Source: an optimization exercise on an open RTL-to-GDS flow (aim: small area, a short achievable clock period and few clock cycles). Production flows keep margins and buffers that such runs may drop. Function was checked by simulation only, so behaviour that the tests miss may differ from the original.

File: design/flow/design.v
module htfv_crc8 (
    input  wire [7:0] acc_in,
    input  wire [7:0] data,
    output reg  [7:0] acc_out
);
    integer i;
    always @* begin
        acc_out = acc_in ^ data;
        for (i = 0; i < 8; i = i + 1) begin
            if (acc_out[7])
                acc_out = {acc_out[6:0], 1'b0} ^ 8'h31;
            else
                acc_out = {acc_out[6:0], 1'b0};
        end
    end
endmodule
module htfv_scaler (
    input  wire [15:0] raw,
    input  wire        humid,      
    output wire [31:0] num,
    output wire [15:0] centi
);
    wire [23:0] t_prod   = raw * 24'd165;
    wire [22:0] h_prod   = raw * 23'd100;
    wire [30:0] t_prod_c = raw * 31'd16500;
    wire [29:0] h_prod_c = raw * 30'd10000;
    wire [30:0] t_quot = t_prod_c / 31'd65535;    
    wire [29:0] h_quot = h_prod_c / 30'd65535;    
    wire [31:0] t_num   = {8'd0, t_prod} - 32'd2621400;
    wire [15:0] t_centi = t_quot[15:0] - 16'd4000;
    assign num   = humid ? {9'd0, h_prod} : t_num;
    assign centi = humid ? h_quot[15:0] : t_centi;
endmodule
module htfv (
    input  wire        clk,
    input  wire        rst,
    input  wire        op_valid,
    input  wire [31:0] op,
    output wire        op_ready,
    input  wire [4:0]  raddr,
    output reg  [31:0] rdata
);
    localparam MAX_WORDS = 16;
    localparam [7:0] MAX_WORDS_B = MAX_WORDS;
    localparam [1:0] S_IDLE = 2'd0, S_RECV = 2'd1, S_DONE = 2'd2, S_FAIL = 2'd3;
    localparam [3:0] E_OK = 4'd0, E_CHECKSUM = 4'd1, E_BUS = 4'd2, E_SEQUENCE = 4'd3,
                     E_RANGE = 4'd4, E_NOT_VALID = 4'd5, E_ILLEGAL = 4'd6;
    reg [7:0]  devaddr;
    reg        lock;
    reg [7:0]  txa, txb, rxw;
    reg [15:0] waitus;
    reg [7:0]  acc;
    reg        match;
    reg [1:0]  fstate;
    reg [7:0]  count, idx;
    reg [1:0]  pos;
    reg [7:0]  hi, lo, fcrc;
    reg        ckerr, ferr;
    reg [7:0]  erridx;
    reg [15:0] word [0:MAX_WORDS-1];
    reg [31:0] res;
    reg [15:0] centi;
    reg [3:0]  ecode;
    assign op_ready = 1'b1;
    wire [7:0]  op_idx = op[23:16];
    wire [15:0] imm    = op[15:0];
    wire [7:0]  b      = op[7:0];
    wire is_nop      = (op == 32'h0000_0000);
    wire is_cmd_rst  = (op == 32'h1000_0000);
    wire is_cmd_conv = (op == 32'h1100_0000);
    wire is_cmd_read = (op == 32'h1200_0000);
    wire is_cfg_addr = (op[31:8] == 24'h1F_0000);
    wire is_crc_init = (op == 32'h2000_0000);
    wire is_crc_byte = (op[31:8] == 24'h21_0000);
    wire is_crc_cmp  = (op[31:8] == 24'h22_0000);
    wire is_crc_word = (op[31:16] == 16'h2300);
    wire is_frm_start= (op[31:8] == 24'h30_0000);
    wire is_frm_byte = (op[31:8] == 24'h31_0000);
    wire is_frm_berr = (op == 32'h3200_0000);
    wire is_frm_read = (op[31:24] == 8'h33) && (op[15:0] == 16'h0000);
    wire is_scl_t    = (op[31:16] == 16'h4000);
    wire is_scl_h    = (op[31:16] == 16'h4100);
    wire is_scl_tw   = (op[31:24] == 8'h42) && (op[15:0] == 16'h0000);
    wire is_scl_hw   = (op[31:24] == 8'h43) && (op[15:0] == 16'h0000);
    wire is_cmd = is_cmd_rst | is_cmd_conv | is_cmd_read;
    wire [7:0] acc_next;
    htfv_crc8 u_crc_acc (.acc_in(acc), .data(b), .acc_out(acc_next));
    wire [7:0] fcrc_next;
    htfv_crc8 u_crc_frm (.acc_in(pos == 2'd0 ? 8'h00 : fcrc), .data(b), .acc_out(fcrc_next));
    wire [7:0] wcrc_hi, wcrc;
    htfv_crc8 u_crc_w0 (.acc_in(8'h00),   .data(imm[15:8]), .acc_out(wcrc_hi));
    htfv_crc8 u_crc_w1 (.acc_in(wcrc_hi), .data(imm[7:0]),  .acc_out(wcrc));
    wire [15:0] word_rd = word[op_idx[3:0]];
    wire        idx_ok  = (op_idx < count);
    wire [15:0] scl_raw   = (is_scl_t | is_scl_h) ? imm : word_rd;
    wire        scl_humid = is_scl_h | is_scl_hw;
    wire [31:0] scl_num;
    wire [15:0] scl_centi;
    htfv_scaler u_scaler (.raw(scl_raw), .humid(scl_humid), .num(scl_num), .centi(scl_centi));
    wire frame_ok  = (fcrc == b);
    wire ckerr_new = ckerr | ~frame_ok;
    wire last      = (idx + 8'd1 == count);
    integer k;
    always @(posedge clk) begin
        if (rst) begin
            devaddr <= 8'h40;
            lock    <= 1'b0;
            txa     <= 8'h00;
            txb     <= 8'h00;
            rxw     <= 8'h00;
            waitus  <= 16'h0000;
            acc     <= 8'h00;
            match   <= 1'b0;
            fstate  <= S_IDLE;
            count   <= 8'h00;
            idx     <= 8'h00;
            pos     <= 2'd0;
            hi      <= 8'h00;
            lo      <= 8'h00;
            fcrc    <= 8'h00;
            ckerr   <= 1'b0;
            ferr    <= 1'b0;
            erridx  <= 8'h00;
            for (k = 0; k < MAX_WORDS; k = k + 1)
                word[k] <= 16'h0000;
            res     <= 32'h0000_0000;
            centi   <= 16'h0000;
            ecode   <= E_OK;
        end else if (op_valid) begin
            if (is_nop) begin
                ecode <= E_OK;
            end else if (is_cmd) begin
                if (fstate == S_RECV) begin
                    ecode <= E_SEQUENCE;
                end else begin
                    txa  <= devaddr;
                    lock <= 1'b1;
                    ecode <= E_OK;
                    if (is_cmd_rst) begin
                        txb <= 8'h1E; rxw <= 8'd0; waitus <= 16'd5000;
                    end else if (is_cmd_conv) begin
                        txb <= 8'h40; rxw <= 8'd0; waitus <= 16'd5600;
                    end else begin
                        txb <= 8'h00; rxw <= 8'd2; waitus <= 16'd0;
                    end
                end
            end else if (is_cfg_addr) begin
                if (lock) begin
                    ecode <= E_SEQUENCE;
                end else begin
                    devaddr <= b;
                    lock    <= 1'b1;
                    ecode   <= E_OK;
                end
            end else if (is_crc_init) begin
                acc   <= 8'h00;
                ecode <= E_OK;
            end else if (is_crc_byte) begin
                acc   <= acc_next;
                ecode <= E_OK;
            end else if (is_crc_cmp) begin
                match <= (acc == b);
                ecode <= E_OK;
            end else if (is_crc_word) begin
                res   <= {24'd0, wcrc};
                ecode <= E_OK;
            end else if (is_frm_start) begin
                if (fstate == S_RECV) begin
                    ecode <= E_SEQUENCE;
                end else if (b > MAX_WORDS) begin
                    ecode <= E_RANGE;
                end else begin
                    count  <= b;
                    idx    <= 8'd0;
                    pos    <= 2'd0;
                    hi     <= 8'h00;
                    lo     <= 8'h00;
                    fcrc   <= 8'h00;
                    ckerr  <= 1'b0;
                    ferr   <= 1'b0;
                    erridx <= 8'd0;
                    fstate <= (b == 8'd0) ? S_DONE : S_RECV;
                    ecode  <= E_OK;
                end
            end else if (is_frm_byte) begin
                if (fstate != S_RECV) begin
                    ecode <= E_SEQUENCE;
                end else if (pos == 2'd0) begin
                    hi    <= b;
                    fcrc  <= fcrc_next;
                    pos   <= 2'd1;
                    ecode <= E_OK;
                end else if (pos == 2'd1) begin
                    lo    <= b;
                    fcrc  <= fcrc_next;
                    pos   <= 2'd2;
                    ecode <= E_OK;
                end else begin
                    if (!ckerr && frame_ok)
                        word[idx[3:0]] <= {hi, lo};
                    if (!ckerr && !frame_ok) begin
                        ckerr  <= 1'b1;
                        erridx <= idx;
                    end
                    idx <= idx + 8'd1;
                    pos <= 2'd0;
                    if (last && !ckerr_new) begin
                        fstate <= S_DONE;
                        ecode  <= E_OK;
                    end else if (last) begin
                        fstate <= S_FAIL;
                        ferr   <= 1'b0;
                        ecode  <= E_CHECKSUM;
                    end else begin
                        ecode  <= E_OK;
                    end
                end
            end else if (is_frm_berr) begin
                if (fstate != S_RECV) begin
                    ecode <= E_SEQUENCE;
                end else begin
                    erridx <= idx;
                    ferr   <= 1'b1;
                    fstate <= S_FAIL;
                    ecode  <= E_BUS;
                end
            end else if (is_frm_read) begin
                if (fstate != S_DONE) begin
                    ecode <= E_NOT_VALID;
                end else if (!idx_ok) begin
                    ecode <= E_RANGE;
                end else begin
                    res   <= {16'd0, word_rd};
                    ecode <= E_OK;
                end
            end else if (is_scl_t | is_scl_h) begin
                res   <= scl_num;
                centi <= scl_centi;
                ecode <= E_OK;
            end else if (is_scl_tw | is_scl_hw) begin
                if (fstate != S_DONE) begin
                    ecode <= E_NOT_VALID;
                end else if (!idx_ok) begin
                    ecode <= E_RANGE;
                end else begin
                    res   <= scl_num;
                    centi <= scl_centi;
                    ecode <= E_OK;
                end
            end else begin
                ecode <= E_ILLEGAL;
            end
        end
    end
    always @* begin
        case (raddr)
            5'h00: rdata = {erridx, idx, 4'h0, ecode, lock, match, ferr, ckerr, pos, fstate};
            5'h01: rdata = res;
            5'h02: rdata = {16'h0000, centi};
            5'h03: rdata = {8'h00, rxw, txa, txb};
            5'h04: rdata = {16'h0000, waitus};
            5'h05: rdata = {24'h000000, acc};
            5'h06: rdata = {24'h000000, devaddr};
            5'h07: rdata = {fcrc, lo, hi, count};
            5'h08: rdata = {24'h000000, MAX_WORDS_B};
            default: rdata = 32'h0000_0000;
        endcase
    end
endmodule
File: design/flow/run.sh
#!/bin/bash
# synth_recipe.tcl (not shown) runs the flow's synth.tcl, then flattens the netlist and writes it again
# the make line also repeats each setting of config.mk as NAME=value (left out here)
make -C /OpenROAD-flow-scripts/flow DESIGN_CONFIG=/design/flow/config.mk WORK_HOME=/design/flow/orfs CLKGATE_MAP_FILE= SYNTH_SCRIPT=/design/flow/synth_recipe.tcl finish
File: design/flow/config.mk
export PLATFORM = sky130hd
export DESIGN_NAME = htfv
export DESIGN_NICKNAME = htfv
export VERILOG_FILES = /design/flow/design.v
export SDC_FILE = /design/flow/constraint.sdc
export NUM_CORES = 4
export LEC_CHECK = 0
export CAP_MARGIN = 20
export CORE_MARGIN = 2
export CORE_UTILIZATION = 30
export SLEW_MARGIN = 20
File: design/flow/constraint.sdc
create_clock -name core_clock -period 30.0 [get_ports {clk}]
set_input_delay 6.0000 -clock core_clock [delete_from_list [all_inputs] [get_ports {clk}]]
set_output_delay 6.0000 -clock core_clock [all_outputs]
set_load 0.01 [all_outputs]
==> key figures <==
STA
  – Post-route minimum period: 28,940 ps
  – Worst hold slack: 457 ps
  – Final Max Slew Viols: 0
  – F_max: 0.0346 GHz
  – Final Skew: 23.2 ps
  – Final period utilization: 0.965
  – RSZ-0062 raised after global routing: false
  – Setup total negative slack: 0 ps
  – Setup violations, final: 0
  – Relative slew slack: 0.271
  – Final Worst Setup Slack: 1060 ps
  – Worst slew pin tran: 1080 ps
  – Final hold vios: 0

Synth
  – Syn Nets: 5,800
  – Share of the synthesized area in the top cell type: 0.172
  – Synth area leader: edfxtp_1
  – Number of distinct library cells after synthesis: 147
  – Asr flop ratio synth: 0
  – Most common library cells after synthesis: 497 x nor2_1, 475 x nand2_1, 324 x and2_1
  – Largest cells by area after synthesis: edfxtp_1 17%, ha_1 7.3%, dfxtp_1 5.7%, xnor2_1 5.2%, and2_1 4.5%
  – Gate Count Post-Synth: 5,414
  – Syn avg cell area: 8.27 um2
  – Count leader, synth: nor2_1
  – Sequential element share of the synthesized area: 0.229
  – Post-synth EDFFs: 256
  – Yosys reg bits: 384
  – Top FF cell, synth: edfxtp_1
  – YS warnings: 2
  – Mapped Area: 44,800 um2

Worst setup path
  – Crit. End Element: flop
  – Crit path buffers/inverters: 9
  – Slowest-stage cell, CP: or4_1
  – R2r setup slk: 6930 ps
  – R2r worst-path depth: 73
  – Critical path arrival: 29,380 ps
  – Crit path kind: input pin to flop
  – Most repeated library cell on the critical path: ha_1
  – CP required: 30,440 ps
  – Reg2reg end: centi[0]$_SDFFE_PP0P_
  – R2r startpoint: word[10][3]$_SDFFCE_PN0P_
  – Family with the most delay on the worst path: simple AND/OR/NAND/NOR gates
  – Crit Path Max Fanout: 12
  – Max incr delay on CP: 750 ps
  – Crit start category: input pin

Floorplan
  – FP Rows: 141
  – Core area: 148,000 um2
  – Initial core utilization: 0.302
  – Die W: 390 um
  – Ports: 73
  – Die area: 152,000 um2
  – Die Y-Extent: 390 um

Route
  – Initial DRT Pass Iterations: 9
  – Vias: 43,298
  – # DRC: 0
  – DR vias/cell: 5.82
  – Antenna Nets Post-Route: 0
  – Wirelength per Cell: 21.7 um
  – Drt total wl: 162 mm
  – DRT iter0 DRCs: 4,576

Min path
  – Cell count of the worst hold path: 2
  – Worst min path class: flop to flop
  – Worst Min Path Start: erridx[6]$_SDFFE_PP0P_
  – Hold endpoint: erridx[6]$_SDFFE_PP0P_

Place
  – DP Wirelength: 124 mm
  – DP Worst Slack: -905 ps
  – Global placer's final weighted congestion: 0.942
  – Port Buffers: 71

Global routing
  – Total GRT Usage: 0.204
  – Global-route wire length before repair: 247 mm
  – Grt ovf: 0
  – Initial antenna violation count: 3
  – Maximum number of pins on one net before global-route repair: 77
  – Vias in the first global route: 40,909

Clocking
  – CTS tree: done
  – TritonCTS Sinks: 384
  – CTS Buf Count: 40
  – Clock latency (worst-skew pair): 590 ps
  – Clk slew on worst S/H paths: 80 ps
  – Root Driver: clkbuf_16
  – Worst-case clock buffer depth: 3
  – Post-CTS Setup Repair Bufs: 0
  – H-tree Lvls: 2

Finish
  – Share of layout cells above drive strength 1: 0.111
  – Layout overhead on the synthesized area: 11.6%
  – Nets: 5,862
  – Fillers: 15,332

Flow run
  – Max_cap viols: 0

Run status
  – Status: complete, no violations
final cells by class:
| cell class | count | area [um2] | share of cell area |
|---|---|---|---|
| sequential | 384 | 10200 | 0.205 |
| multi-input combinational | 4477 | 32600 | 0.652 |
| inverter | 298 | 1120 | 0.0224 |
| timing repair buffer | 275 | 2250 | 0.0451 |
| antenna | 3 | 7.51 | 0.000150 |
| clock inverter | 16 | 185 | 0.00371 |
| clock buffer | 57 | 1130 | 0.0227 |
| tap | 1930 | 2410 | 0.0484 |
what timing repair did:
action / 4_1_cts / 5_1_grt
resized for setup: 3 / 39
hold buffers: 0 / 0
setup endpoints to repair: 2 / 4
metal layers:
layer | part of all wire | up-vias | wire [um] | GRT usage
met5 | 0.000080 | - | 13 | 0
li1 | - | 20200 | - | -
met1 | 0.44 | 20957 | 71800 | 0.285
met4 | 0.035 | 2 | 5700 | 0.0644
met2 | 0.45 | 1880 | 72500 | 0.329
met3 | 0.072 | 259 | 11600 | 0.0230
tightest hold or removal path, delay by kind of cell, from the launching register on:
family | cells | cell delay, ps
compound gates | 1 | 50
flops | 1 | 310
simple gates | 1 | 50
how the worst max path moves through the flow:
| stage | from | end | slack, ps | depth (start not counted) |
|---|---|---|---|---|
| floorplan | op[16] | centi[0]$_SDFFE_PP0P_ | 2600 | 84 |
| global placement | op[16] | centi[0]$_SDFFE_PP0P_ | -1020 | 74 |
| detailed placement | op[16] | centi[0]$_SDFFE_PP0P_ | -910 | 74 |
| CTS | op[18] | centi[1]$_SDFFE_PP0P_ | 230 | 74 |
| global route | op[22] | centi[0]$_SDFFE_PP0P_ | 50 | 75 |
| finish | op[22] | centi[0]$_SDFFE_PP0P_ | 1060 | 74 |
sequential cells by signal, summed over array words and instances, names as in the netlist:
signal   flops
acc          8
centi       16
ckerr        1
count        8
devaddr      8
ecode        3
erridx       8
fcrc         8
ferr         1
fstate       2
hi           8
idx          8
lo           8
lock         1
match        1
pos          2
res         25
rxw          1
txa          8
waitus       3
word       256
layout by cell type, fill, tap and decap left out, types with 59 or more instances in the layout:
cell type / instances
edfxtp_1: 256
o21ai_0: 158
a31oi_1: 66
nor3_1: 160
a21o_1: 59
o211ai_1: 61
nor2_1: 487
a21oi_1: 309
and3_1: 65
ha_1: 261
clkdlybuf4s50_1: 66
xnor2_1: 266
xor2_1: 102
dfxtp_1: 128
nor4_1: 63
nand3_1: 165
and2_1: 324
mux2i_1: 111
nand2_1: 475
inv_1: 290
buf_4: 204
nand4_1: 79
fa_1: 85
logic make-up after synthesis:
family | Yosys count | synth area share
DFF | 384 | 0.229
other | 1 | 0.0000838
and+or+nand+nor | 2233 | 0.265
adders and majority gates | 350 | 0.112
xor gates and xnor gates | 373 | 0.0735
buffers and inverters | 553 | 0.0494
muxes | 188 | 0.0563
AOI/OAI and AO/OA | 1332 | 0.215
metrics by stage:
step,std cells,area (um2),utilization
final,7440,49900,0.337
after global routing,7438,49900,0.337
after CTS,7437,49700,0.336
after detailed placement,7364,48400,0.327
after global placement,7364,48400,0.327
after floorplan,5414,44800,-
Testbench counts, summed over its fixed seeds: cycles 13,426.

what the ideal ports hide:
No port has a modelled driver above. Below, the same layout with a new extraction and two added sets of constraints. Step 1 sets driving cells, clkbuf_16 on the clock port and buf_2 on the other inputs (assumed; they add their load-dependent delay and slew). Step 2 moves the port delays by t, midway between the first and last clock arrival at a register: inputs arrive t later, outputs are due t later. That takes back most of the time a late clock gives input paths. Slacks: no drivers / after step 1 / after step 2; pairs: no drivers / after step 1.
t (ns): 0.625
setup WS [ns]: 1.059 / 1.081 / 0.457
worst setup path at the end: input to register
worst data-port slew with drivers (ns): 0.19
pins driven straight from the clock port: 1
After both steps setup and hold are still met in this run. The setup slack of this run moves by +0.022 ns with the drivers and by -0.602 ns with both steps.
